From an optimization exercise on the open Yosys and OpenROAD flow, aimed at a short achievable clock period and few clock cycles; shortcuts taken in it are not production practice. At most, simulation tests tie the RTL to the original design; equivalence was not proved. Power figures rest on the tool's default switching activity, not on a simulated workload.

==> run A: inputs <==
==> flow/design.v (excerpt) <==
module cu_codec (
    input  wire        clk,
    input  wire        rst_n,
    input  wire        req_valid,
    output wire        req_ready,
    input  wire [7:0]  req_op,
    input  wire [31:0] req_a,
    input  wire [31:0] req_v,
    input  wire [31:0] req_r,
    input  wire        close,
    output reg         rsp_valid,
    output reg  [2:0]  rsp_code,
    output reg  [2:0]  rsp_kind,
    output reg  [31:0] rsp_fuel,
    output reg  [3:0]  rsp_start,
    output reg  [3:0]  rsp_mode,
    output reg  [7:0]  rsp_pit,
    output reg  [3:0]  rsp_display,
    output reg  [4:0]  rsp_tm_addr,
    output reg  [31:0] rsp_tm_stamp,
    output reg  [3:0]  rsp_tm_sector,
    output reg  [31:0] rsp_version,
    output reg  [15:0] rsp_raw_len,
    output reg  [63:0] rsp_raw_head,
    output reg  [15:0] discards,
    output wire        tx_valid,
    input  wire        tx_ready,
    output wire [7:0]  tx_data,
    output wire        tx_last,
    input  wire [1:0]  tx_status,
    input  wire        rx_valid,
    output wire        rx_ready,
    input  wire [7:0]  rx_data,
    input  wire        rx_last,
    input  wire        rx_timeout,
    input  wire        rx_ioerr,
    output reg         diag_valid,
    output reg  [7:0]  diag_byte
);
==> flow/config.mk <==
export PLATFORM = sky130hd
export DESIGN_NAME = cu_codec
export DESIGN_NICKNAME = cu_codec
export VERILOG_FILES = /design/flow/design.v
export SDC_FILE = /design/flow/constraint.sdc
export NUM_CORES = 4
export LEC_CHECK = 0
export ABC_CLOCK_PERIOD_IN_PS = 1000
export CAP_MARGIN = 20
export CORE_MARGIN = 2
export CORE_UTILIZATION = 50
export PLACE_DENSITY = 0.6
export SLEW_MARGIN = 20
==> flow/constraint.sdc <==
create_clock -name core_clock -period 12.0 [get_ports {clk}]
set_input_delay 2.4000 -clock core_clock [delete_from_list [all_inputs] [get_ports {clk}]]
set_output_delay 2.4000 -clock core_clock [all_outputs]
set_load 0.01 [all_outputs]
standard.sh (not shown) runs the stock make flow with config.mk's settings and CLKGATE_MAP_FILE= SYNTH_SCRIPT=/design/flow/synth_recipe.tcl, a recipe that flattens the netlist after the stock synthesis.
==> flow/flow/run.sh <==
#!/bin/bash
# The standard layout (the standard.sh: standard synthesis, floorplan,
# placement, CTS, routing, finish) with the same SDC and settings, except:
#  * port buffers are sky130_fd_sc_hd__buf_4 (ORFS otherwise picks
#    clkdlybuf4s50_1, a slow delay buffer, for every port);
#  * the resizer's setup repair aims for a larger slack margin, so that the
#    layout is optimised beyond the constraint's 12 ns.
set -euo pipefail
export BUFFER_PORTS_ARGS="-buffer_cell sky130_fd_sc_hd__buf_4"
export SETUP_SLACK_MARGIN=8.8
bash standard.sh finish > standard_flow.log 2>&1
==> run Y (differences from run A) <==
--- a/flow/design.v
+++ b/flow/design.v
@@ -47,20 +47,19 @@
     reg [7:0] txd;
     reg       txl;
     assign req_ready = st_idle;
     assign tx_valid  = st_send;
     assign tx_data   = txd;
     assign tx_last   = txl;
     assign rx_ready  = st_await;
-    reg [7:0] key;
-    reg [2:0] len;
-    reg [3:0] n1, n2, n3, n4;
+    reg [7:0] q_op;
+    reg [2:0] q_a;
+    reg [7:0] q_v;
+    reg [3:0] q_r;
     reg [3:0] chk;               
-    reg [3:0] vlo;               
-    reg       is_ign, is_lap, is_poll, is_ver;
     reg       sent1, sent2;      
     reg [2:0] idx;               
     wire [7:0] o      = req_op;
     wire       grp0   = (o[7:4] == 4'h0);
     wire       op_w3  = grp0 && (o[3:0] == 4'h1 || o[3:0] == 4'h2 || o[3:0] == 4'h3);
     wire       op_pos = grp0 && (o[3:0] == 4'h4);
     wire       op_clr = grp0 && (o[3:0] == 4'h5);
@@ -81,64 +80,78 @@
     wire op_free = op_clr | op_rst | op_ver | op_pol | op_btn;
     reg  c_a_ok, c_n_ok, c_b_ok, c_r_ok, c_p_ok;
     reg  c_w3, c_pos, c_lap, c_ign;
     wire c_err1 = ((c_w3 | c_pos) & ~c_a_ok) | (c_w3 & ~c_n_ok) | (c_pos & ~c_p_ok) |
                   (c_lap & ~c_b_ok);
     wire c_err2 = ((c_w3 | c_pos) & ~c_r_ok) | (c_ign & ~c_b_ok);
     wire c_go   = ~c_err1 & ~c_err2 & ~closed & ~close;
-    reg [7:0] f_key;
-    reg [2:0] f_len;
-    reg [4:0] f_word;
-    reg [2:0] f_addr;
-    reg [3:0] f_val, f_rep;
-    reg [3:0] f_n1, f_n2, f_n3, f_n4;
+    wire [7:0] f_key = op_ww  ? 8'h4A : op_ign ? 8'h3A : op_rst ? 8'h3D :
+                       op_ver ? 8'h30 : op_btn ? 8'h54 : 8'h3F;
+    wire [7:0] lo     = q_op;
+    wire       l_grp0 = (lo[7:4] == 4'h0);
+    wire       l_w3   = l_grp0 && (lo[3:0] == 4'h1 || lo[3:0] == 4'h2 || lo[3:0] == 4'h3);
+    wire       l_pos  = l_grp0 && (lo[3:0] == 4'h4);
+    wire       l_clr  = l_grp0 && (lo[3:0] == 4'h5);
+    wire       is_lap = l_grp0 && (lo[3:0] == 4'h6);
+    wire       is_ign = l_grp0 && (lo[3:0] == 4'h7);
+    wire       l_rst  = l_grp0 && (lo[3:0] == 4'h8);
+    wire       is_ver = l_grp0 && (lo[3:0] == 4'h9);
+    wire       is_poll = l_grp0 && (lo[3:0] == 4'hA);
+    wire       l_btn  = (lo[7:4] == 4'h1) && (lo[3:0] <= 4'h5);
+    wire       l_ww   = l_w3 | l_pos | l_clr | is_lap;
+    reg [7:0] key;
+    reg [2:0] len;
+    reg [4:0] l_word;
+    reg [2:0] l_addr;
+    reg [3:0] l_val, l_rep;
+    reg [3:0] n1, n2, n3, n4;
     always @(*) begin
-        f_word = (o[3:0] == 4'h1) ? 5'd0 : (o[3:0] == 4'h2) ? 5'd1 :
-                 (o[3:0] == 4'h3) ? 5'd2 : (o[3:0] == 4'h6) ? 5'd17 : 5'd6;
-        f_addr = op_lap ? 3'd7 : op_clr ? 3'd0 : req_a[2:0];
-        f_val  = op_lap ? req_v[7:4] : op_clr ? 4'd0 : req_v[3:0];
-        f_rep  = op_lap ? 4'd1 : op_clr ? 4'd9 : req_r[3:0];
-        f_key  = 8'h3F;
-        f_len  = 3'd1;
-        f_n1   = 4'd0;
-        f_n2   = 4'd0;
-        f_n3   = 4'd0;
-        f_n4   = 4'd0;
-        if (op_ww) begin
-            f_key = 8'h4A; f_len = 3'd6;
-            f_n1 = f_word[3:0]; f_n2 = {f_addr, f_word[4]}; f_n3 = f_val; f_n4 = f_rep;
-        end else if (op_ign) begin
-            f_key = 8'h3A; f_len = 3'd4;
-            f_n1 = req_v[3:0]; f_n2 = req_v[7:4];
-        end else if (op_rst) begin
-            f_key = 8'h3D; f_len = 3'd3;
-            f_n1 = 4'd1;
-        end else if (op_ver) begin
-            f_key = 8'h30;
-        end else if (op_btn) begin
-            f_key = 8'h54; f_len = 3'd2;
-            case (o[2:0])
-                3'd0:    f_n1 = 4'd1;
-                3'd1:    f_n1 = 4'd2;
-                3'd2:    f_n1 = 4'd5;
-                3'd3:    f_n1 = 4'd6;
-                3'd4:    f_n1 = 4'd7;
-                default: f_n1 = 4'd8;
+        l_word = (lo[3:0] == 4'h1) ? 5'd0 : (lo[3:0] == 4'h2) ? 5'd1 :
+                 (lo[3:0] == 4'h3) ? 5'd2 : (lo[3:0] == 4'h6) ? 5'd17 : 5'd6;
+        l_addr = is_lap ? 3'd7 : l_clr ? 3'd0 : q_a;
+        l_val  = is_lap ? q_v[7:4] : l_clr ? 4'd0 : q_v[3:0];
+        l_rep  = is_lap ? 4'd1 : l_clr ? 4'd9 : q_r;
+        key = 8'h3F;
+        len = 3'd1;
+        n1  = 4'd0;
+        n2  = 4'd0;
+        n3  = 4'd0;
+        n4  = 4'd0;
+        if (l_ww) begin
+            key = 8'h4A; len = 3'd6;
+            n1 = l_word[3:0]; n2 = {l_addr, l_word[4]}; n3 = l_val; n4 = l_rep;
+        end else if (is_ign) begin
+            key = 8'h3A; len = 3'd4;
+            n1 = q_v[3:0]; n2 = q_v[7:4];
+        end else if (l_rst) begin
+            key = 8'h3D; len = 3'd3;
+            n1 = 4'd1;
+        end else if (is_ver) begin
+            key = 8'h30;
+        end else if (l_btn) begin
+            key = 8'h54; len = 3'd2;
+            case (lo[2:0])
+                3'd0:    n1 = 4'd1;
+                3'd1:    n1 = 4'd2;
+                3'd2:    n1 = 4'd5;
+                3'd3:    n1 = 4'd6;
+                3'd4:    n1 = 4'd7;
+                default: n1 = 4'd8;
             endcase
         end
     end
     wire accept  = st_idle & req_valid;
     wire acc_go  = accept & op_free & ~closed & ~close;
     wire acc_chk = accept & op_chk;
     wire acc_rsp = accept & ~op_chk & ~(op_free & ~closed & ~close);
     wire chk_go  = st_check & c_go;
     wire chk_rsp = st_check & ~c_go;
     wire       lap2 = is_lap & sent1;       
     wire [3:0] e_n1 = lap2 ? 4'd2 : n1;
-    wire [3:0] e_n3 = lap2 ? vlo  : n3;
+    wire [3:0] e_n3 = lap2 ? q_v[3:0] : n3;
     reg  [3:0] cur_nib, nxt_nib;
     wire [2:0] nidx = idx + 3'd1;
     always @(*) begin
         case (idx)
             3'd1:    cur_nib = e_n1;
             3'd2:    cur_nib = n2;
             3'd3:    cur_nib = is_ign ? chk : e_n3;
@@ -237,15 +250,16 @@
         end else begin
             a_kind = K_RAW;
         end
     end
     wire        rx_take = st_await & rx_valid;
     wire        rx_evt  = rx_timeout | rx_ioerr;
     wire        rx_dat  = rx_take & ~rx_evt;
-    wire        eq_chk  = (rx_data == {4'h3, s_next});
+    reg  [3:0]  tgt;             
+    wire        eq_chk  = (rx_data[7:4] == 4'h3) & (rx_data[3:0] == tgt);
     wire [2:0]  d_code  = use_b ? (eq_chk ? E_OK : E_CHKSUM) : a_code;
     wire [2:0]  d_kind  = use_b ? (eq_chk ? b_kind : K_NONE) : a_kind;
     wire rx_done = rx_dat & rx_last & ~first & ~e_drop;   
     wire rx_one  = rx_dat & rx_last & first;              
     reg  lastq;
     wire d1      = tkq & (posq == 5'd0) & lastq;          
     wire d1_fin  = d1 & q_key & ~lap_first;
@@ -298,25 +312,18 @@
             rsp_code <= (is_poll | is_ver) ? E_FORMAT : E_OK;
             rsp_kind <= (is_poll | is_ver) ? K_NONE : K_RAW;
         end else begin
             rsp_code <= rx_evt ? (rx_timeout ? E_TIMEOUT : E_IO) : d_code;
             rsp_kind <= rx_evt ? K_NONE : d_kind;
         end
         if (st_idle) begin
-            key     <= f_key;
-            len     <= f_len;
-            n1      <= f_n1;
-            n2      <= f_n2;
-            n3      <= f_n3;
-            n4      <= f_n4;
-            vlo     <= req_v[3:0];
-            is_ign  <= op_ign;
-            is_lap  <= op_lap;
-            is_poll <= op_pol;
-            is_ver  <= op_ver;
+            q_op    <= req_op;
+            q_a     <= req_a[2:0];
+            q_v     <= req_v[7:0];
+            q_r     <= req_r[3:0];
             sent1   <= 1'b0;
             sent2   <= 1'b0;
             c_a_ok  <= a_ok;
             c_n_ok  <= n_ok;
             c_b_ok  <= b_ok;
             c_r_ok  <= r_ok;
             c_p_ok  <= p_ok;
@@ -327,30 +334,32 @@
         end else if (tx_ok) begin
             sent1   <= 1'b1;
             sent2   <= sent1;
         end
         chk <= key[3:0] + e_n1 + n2 + e_n3 + n4;
         if (st_idle) begin
             txd <= f_key;
-            txl <= (f_len == 3'd1);
+            txl <= op_ver | op_pol;
             idx <= 3'd0;
         end else if (tx_take) begin
             txd <= nxt_byte;
             txl <= nxt_last;
             idx <= txl ? 3'd0 : nidx;
         end else begin
             txd <= cur_byte;
             txl <= (idx == len - 3'd1);
         end
         if (tx_ok)
             first <= 1'b1;
         else if (rx_take)
             first <= rx_last;
-        if (rx_take)
+        if (rx_take) begin
             rlen <= first ? 16'd1 : (&rlen ? rlen : rlen + 16'd1);
+            tgt  <= first ? rx_data[3:0] : tgt + rx_data[3:0];
+        end
         rsp_raw_len <= first ? 16'd1 : (&rlen ? rlen : rlen + 16'd1);
         for (i = 0; i < 8; i = i + 1)
             rsp_raw_head[i*8 +: 8] <= (pos == i && !d1) ? rx_data :
                                       ((first && !d1) ? 8'd0 : e_head[i*8 +: 8]);
         rxq       <= rx_data;
         lastq     <= rx_last;
         posq      <= pos;
==> run C (differences from run A) <==
--- a/flow/design.v
+++ b/flow/design.v
@@ -237,26 +237,22 @@
         end else begin
             a_kind = K_RAW;
         end
     end
     wire        rx_take = st_await & rx_valid;
     wire        rx_evt  = rx_timeout | rx_ioerr;
     wire        rx_dat  = rx_take & ~rx_evt;
+    wire        eq_key  = (rx_data == key);
     wire        eq_chk  = (rx_data == {4'h3, s_next});
+    wire        matched = first ? eq_key : ~e_drop;
     wire [2:0]  d_code  = use_b ? (eq_chk ? E_OK : E_CHKSUM) : a_code;
     wire [2:0]  d_kind  = use_b ? (eq_chk ? b_kind : K_NONE) : a_kind;
-    wire rx_done = rx_dat & rx_last & ~first & ~e_drop;   
-    wire rx_one  = rx_dat & rx_last & first;              
-    reg  lastq;
-    wire d1      = tkq & (posq == 5'd0) & lastq;          
-    wire d1_fin  = d1 & q_key & ~lap_first;
-    wire d1_next = d1 & q_key & lap_first;
-    wire d1_more = d1 & ~q_key;
-    wire rx_fin  = (rx_take & rx_evt) | (rx_done & ~lap_first) | d1_fin;
-    wire rx_next = (rx_done & lap_first) | d1_next;       
+    wire rx_done = rx_dat & rx_last & matched;      
+    wire rx_fin  = (rx_take & rx_evt) | (rx_done & ~lap_first);
+    wire rx_next = rx_done & lap_first;             
     always @(posedge clk) begin
         if (!rst_n) begin
             st_idle    <= 1'b1;
             st_check   <= 1'b0;
             st_send    <= 1'b0;
             st_await   <= 1'b0;
             closed     <= 1'b0;
@@ -268,15 +264,15 @@
         end else begin
             if (close)
                 closed <= 1'b1;
             rsp_valid  <= acc_rsp | chk_rsp | tx_bad | rx_fin;
             st_idle    <= (st_idle & ~acc_go & ~acc_chk) | chk_rsp | tx_bad | rx_fin;
             st_check   <= acc_chk;
             st_send    <= acc_go | chk_go | (st_send & ~tx_end) | rx_next;
-            st_await   <= tx_ok | d1_more | (st_await & ~(rx_take & rx_evt) & ~rx_done & ~rx_one);
+            st_await   <= tx_ok | (st_await & ~rx_fin & ~rx_next);
             tkq        <= rx_dat;
             diag_valid <= q0 & ~q_key;
             if (accept) begin
                 disc_n   <= 16'hFFFF;
                 discards <= 16'd0;
             end else begin
                 disc_n   <= ~(~disc_n + {15'd0, inc_disc});
@@ -290,17 +286,14 @@
             rsp_kind <= K_NONE;
         end else if (st_check) begin
             rsp_code <= c_err1 ? E_VALID : c_err2 ? E_FORMAT : E_IO;
             rsp_kind <= K_NONE;
         end else if (st_send) begin
             rsp_code <= (tx_status == 2'd1) ? E_TIMEOUT : E_IO;
             rsp_kind <= K_NONE;
-        end else if (d1) begin
-            rsp_code <= (is_poll | is_ver) ? E_FORMAT : E_OK;
-            rsp_kind <= (is_poll | is_ver) ? K_NONE : K_RAW;
         end else begin
             rsp_code <= rx_evt ? (rx_timeout ? E_TIMEOUT : E_IO) : d_code;
             rsp_kind <= rx_evt ? K_NONE : d_kind;
         end
         if (st_idle) begin
             key     <= f_key;
             len     <= f_len;
@@ -345,18 +338,17 @@
             first <= 1'b1;
         else if (rx_take)
             first <= rx_last;
         if (rx_take)
             rlen <= first ? 16'd1 : (&rlen ? rlen : rlen + 16'd1);
         rsp_raw_len <= first ? 16'd1 : (&rlen ? rlen : rlen + 16'd1);
         for (i = 0; i < 8; i = i + 1)
-            rsp_raw_head[i*8 +: 8] <= (pos == i && !d1) ? rx_data :
-                                      ((first && !d1) ? 8'd0 : e_head[i*8 +: 8]);
+            rsp_raw_head[i*8 +: 8] <= (pos == i) ? rx_data :
+                                      (first ? 8'd0 : e_head[i*8 +: 8]);
         rxq       <= rx_data;
-        lastq     <= rx_last;
         posq      <= pos;
         diag_byte <= rxq;
         sacc      <= s_next;
         drop      <= e_drop;
         f1_3a     <= e_f1;
         ok5       <= e_ok5;
         ok11      <= e_ok11;
Settings changed: CORE_UTILIZATION 50 to 75, PLACE_DENSITY 0.6 to 0.85.
==> comparison table <==
| item | run C | run A | run Y |
|---|---|---|---|
| FF-to-FF Start | - | posq[1]$_DFF_P_ | q_op[0]$_DFFE_PP_ |
| Final-stage net count | - | 2455 | 2579 |
| Largest stage delay, worst path | - | 390 ps | 520 ps |
| Outcome | stopped before the end | no timing/DRC/antenna violations | no timing/DRC/antenna violations |
| Last stage reached | 4_1_cts | - | - |
| Tapcell Cnt | - | 511 | 518 |
| Register bit total from synthesis | 546 | 547 | 542 |
| Area after DPL | 0.0220 mm² | 0.0222 mm² | 0.0232 mm² |
| Critical path startpoint | - | st_idle$_SDFF_PN1_ | q_op[0]$_DFFE_PP_ |
| Placed cells | 2530 | 2716 | 2813 |
| Power Clock | - | 1.70 mW | 1.67 mW |
| Synthesized area per cell | 9.91 µm² | 9.83 µm² | 9.78 µm² |
| Data arrival time at the worst-slack endpoint | - | 1100 ps | 4840 ps |
| FF-to-FF setup slack | - | 8680 ps | 7690 ps |
| Post-synth cell types | 75 | 77 | 103 |
| Non-filler cells in the finished layout | - | 2858 | 2984 |
| Number of failing setup endpoints in the final timing report | - | 0 | 0 |
| Sequential cell count of the final layout | - | 547 | 542 |
| Switching power | - | 833 µW | 789 µW |
| Die footprint | - | 0.0397 mm² | 0.0411 mm² |
| Global routing usage on met3 | - | 0.0689 | 0.0571 |
Testbench counts of run A, summed over its fixed seeds: cycles 117,456.
Testbench counts of run C, summed over its fixed seeds: cycles 117,208.
The RTL of run Y was laid out without a check of its function.

-- re-timing with driven ports --
The flow's constraints put no driver on any port. The routed layouts listed below were extracted and timed again, unchanged, in two steps. Step 1 sets driving cells, clkbuf_16 on the clock port and buf_2 on the other inputs (assumed; they add their load-dependent delay and slew). Step 2 adds t to the input delays and takes it off the output delays; t is the mean of the earliest and latest rising clock arrival at the registers after step 1. Input paths then give back, and output paths get back, about the clock's delay inside the block. Slacks: no drivers / after step 1 / after step 2; pairs: no drivers / after step 1.
run	shift t [ns]	slack for setup (ns)	worst slew at a driven data input, ns
run A	0.649	8.495 / 8.441 / 8.095	0.15
run Y	0.640	7.687 / 7.687 / 7.687	0.10
After both steps every run listed still meets setup and hold. The setup slack of run A, which loses most, moves by -0.054 ns with the drivers and by -0.400 ns with both steps.
